Source: an optimization exercise on an open RTL-to-GDS flow (aim: small area, a short achievable clock period and few clock cycles per item). Production flows keep margins and buffers that such runs may drop. Function was checked by simulation only, so behaviour that the tests miss may differ from the original. Power figures rest on the tool's default switching activity, not on a simulated workload.

Design tdn2_acc, start of the top module:
module tdn2_acc (
    input  wire        clk,
    input  wire        rst,           
    input  wire        cmd_valid,
    output wire        cmd_ready,
    input  wire [23:0] cmd,
    input  wire        btn,           
    output reg         rsp_valid,
    output reg  [1:0]  rsp_status,
    output reg  [15:0] rsp_data,
    output reg         rly_auto,
    output reg         rly_dir,
    output reg         drv_pwr
);
Settings: LEC_CHECK=0, CAP_MARGIN=20, CORE_MARGIN=2, CORE_UTILIZATION=55, SETUP_SLACK_MARGIN=5, SLEW_MARGIN=20, TNS_END_PERCENT=100; clock period 12.0 ns.
standard.sh (not shown) runs the stock make flow with config.mk's settings and CLKGATE_MAP_FILE= SYNTH_SCRIPT=/design/flow/synth_recipe.tcl, a recipe that flattens the netlist after the stock synthesis.
==> flow/flow/run.sh <==
#!/bin/bash
# The standard layout (standard.sh: ORFS from synthesis to the final
# layout), with the timing repair after placement, CTS and global routing
# aiming at 4.5 ns instead of the 12 ns clock period, so that the layout
# gets as fast as the logic allows. Everything else is the standard flow.
set -euo pipefail
bash standard.sh SETUP_SLACK_MARGIN=7.5 finish > standard.log 2>&1
The first run ran to the end with no violations.
Testbench counts at the start, summed over its fixed seeds: cycles 799,672, ops 776,106.
Then changed:
==> flow/run.sh (new file) <==
#!/bin/bash
# synth_recipe.tcl (not shown) runs the flow's synth.tcl, then flattens the netlist and writes it again
# the make line also repeats each setting of config.mk as NAME=value (left out here)
make -C /OpenROAD-flow-scripts/flow DESIGN_CONFIG=/design/flow/config.mk WORK_HOME=/design/flow/orfs CLKGATE_MAP_FILE= SYNTH_SCRIPT=/design/flow/synth_recipe.tcl finish
removed: flow/flow/run.sh
removed: flow/standard.sh
Result: The new run completed without violations; final cell count is lower by about 5%; fmax is lower by 17%; core utilization is lower by 9.7 points; worst hold slack gets better by 4.9 ps.

run 1:
tdn2_acc, a different RTL version from the one above (not shown whole).
Size in the first run: roughly 2900 cells after synthesis, ~51 I/O pins.
==> flow/config.mk <==
export PLATFORM = sky130hd
export DESIGN_NAME = tdn2_acc
export DESIGN_NICKNAME = tdn2_acc
export VERILOG_FILES = /design/flow/design.v
export SDC_FILE = /design/flow/constraint.sdc
export NUM_CORES = 4
export LEC_CHECK = 0
export CAP_MARGIN = 20
export CORE_MARGIN = 2
export CORE_UTILIZATION = 55
export SLEW_MARGIN = 20
==> flow/constraint.sdc <==
create_clock -name core_clock -period 12.0 [get_ports {clk}]
set_input_delay 2.4000 -clock core_clock [delete_from_list [all_inputs] [get_ports {clk}]]
set_output_delay 2.4000 -clock core_clock [all_outputs]
set_load 0.01 [all_outputs]
==> flow/flow/run.sh <==
#!/bin/bash
# The standard layout (standard.sh: ORFS from synthesis to the final
# layout), with two changes to how the layout is made:
# - the timing repair after placement, CTS and global routing aims at 5 ns
#   instead of the 12 ns clock period, so that the layout gets as fast as
#   the logic allows;
# - every input and output port still gets a buffer, but a buf_2 rather than
#   the delay buffer buffer_ports picks by default (smaller and faster).
# Everything else is the standard flow.
set -euo pipefail
bash standard.sh SETUP_SLACK_MARGIN=7 "BUFFER_PORTS_ARGS=-buffer_cell sky130_fd_sc_hd__buf_2" finish > standard.log 2>&1
Testbench counts of run 1, summed over its fixed seeds: cycles 805,560, ops 776,106.
diff inputs: run 1 => run 2
Settings: TNS_END_PERCENT now 100, previously not set.
==> flow/flow/run.sh <==
#!/bin/bash
# The standard layout (standard.sh: ORFS from synthesis to the final
# layout), with the timing repair after placement, CTS and global routing
# aiming at 5.25 ns instead of the 12 ns clock period, so that the layout
# gets as fast as the logic allows. Everything else is the standard flow.
set -euo pipefail
bash standard.sh SETUP_SLACK_MARGIN=6.75 finish > standard.log 2>&1
Run 2 vs. run 1: first-pass GRT wire length moved up, post-detailed-placement cell area moved up, worst hold slack moved down.
Status: synthesized cell count parity (run 1, run 2)
Core utilization is higher on run 1
The following lists how run 3 was set up differently from run 2:
==> flow/flow/run.sh <==
#!/bin/bash
# The standard layout (standard.sh: ORFS from synthesis to the final
# layout), with the timing repair after placement, CTS and global routing
# aiming at 4.75 ns instead of the 12 ns clock period, so that the layout
# gets as fast as the logic allows. Everything else is the standard flow.
set -euo pipefail
bash standard.sh SETUP_SLACK_MARGIN=7.25 finish > standard.log 2>&1
Findings:
- Run 3 — fraction of standard cell area in multi-input logic 0.62 points lower, run 2 as reference
- On post-route clock period utilization, the lower figure sits with run 3, not run 2.
- Run 3 has leakage dissipation above what run 2 had.
- Higher total via count after detailed routing goes to run 3 over run 2.
- [run 3 vs run 2] layout overhead on the synthesized area: higher in run 3
- NOTE largest net degree at the start of global routing run 2->run 3 increased by a few percent
- Against run 2, number of cells after detailed placement in run 3 fell slightly.

tdn2_acc, a different RTL version from the one above (not shown whole).
For scale: roughly 310 flip-flops.
==> flow/config.mk <==
export PLATFORM = sky130hd
export DESIGN_NAME = tdn2_acc
export DESIGN_NICKNAME = tdn2_acc
export VERILOG_FILES = /design/flow/design.v
export SDC_FILE = /design/flow/constraint.sdc
export NUM_CORES = 4
export LEC_CHECK = 0
export CAP_MARGIN = 20
export CORE_MARGIN = 2
export CORE_UTILIZATION = 55
export SLEW_MARGIN = 20
export TNS_END_PERCENT = 100
==> flow/constraint.sdc <==
create_clock -name core_clock -period 12.0 [get_ports {clk}]
set_input_delay 2.4000 -clock core_clock [delete_from_list [all_inputs] [get_ports {clk}]]
set_output_delay 2.4000 -clock core_clock [all_outputs]
set_load 0.01 [all_outputs]
==> flow/flow/run.sh <==
#!/bin/bash
# The standard layout (standard.sh: ORFS from synthesis to the final
# layout), with the timing repair after placement, CTS and global routing
# aiming at 5 ns instead of the 12 ns clock period, so that the layout
# gets as fast as the logic allows. Everything else is the standard flow.
set -euo pipefail
bash standard.sh SETUP_SLACK_MARGIN=7 finish > standard.log 2>&1
The starting point completed with no timing, DRC or antenna violations.
Testbench counts at the start, summed over its fixed seeds: cycles 801,960, ops 776,106.
Then changed:
--- a/flow/flow/run.sh
+++ b/flow/flow/run.sh
@@ -4 +4 @@
-# aiming at 5 ns instead of the 12 ns clock period, so that the layout
+# aiming at 5.25 ns instead of the 12 ns clock period, so that the layout
@@ -7 +7 @@
-bash standard.sh SETUP_SLACK_MARGIN=7 finish > standard.log 2>&1
+bash standard.sh SETUP_SLACK_MARGIN=6.75 finish > standard.log 2>&1
The new run ran to the end with no violations. Total power drops by about 7.5%. Via count shrinks by about 1%. Routed wire length falls by 2.7%. Worst setup slack loses 0.050 ns. Global-route usage goes down by 1.1 points.

[static timing again, ports no longer ideal]
Ports are ideal in the flow. The routed layouts listed here were re-timed in OpenROAD. Step 1: set_driving_cell puts a clkbuf_16 on clk and a buf_2 on each other input, an assumption about the parent block. Step 2 also shifts input and output timing later by t, the mid clock arrival at the registers, as if the neighbouring blocks saw the same clock. a / b / c = no drivers / after step 1 / after step 2; a / b = the first two.
| run | shift t [ns] | slack for setup (ns) | clock arrival spread, ns | worst data-port slew with drivers (ns) |
|---|---|---|---|---|
| the first run of note 1 | 0.613 | 6.556 / 6.556 / 6.556 | 0.031 / 0.031 | 0.05 |
| the second run of note 1 | 0.615 | 5.411 / 5.411 / 5.411 | 0.021 / 0.021 | 0.07 |
| run 1 | 0.615 | 7.039 / 7.039 / 6.605 | 0.050 / 0.049 | 0.04 |
| run 2 | 0.611 | 6.980 / 6.980 / 6.414 | 0.018 / 0.019 | 0.05 |
| run 3 | 0.623 | 7.072 / 7.072 / 6.684 | 0.034 / 0.035 | 0.04 |
| the first run of note 3 | 0.617 | 6.937 / 6.937 / 6.543 | 0.023 / 0.022 | 0.04 |
| the second run of note 3 | 0.617 | 6.887 / 6.887 / 6.400 | 0.017 / 0.016 | 0.04 |
After both steps every run listed still meets setup and hold. The setup slack of run 2, which loses most, moves by 0.000 ns with the drivers and by -0.566 ns with both steps.
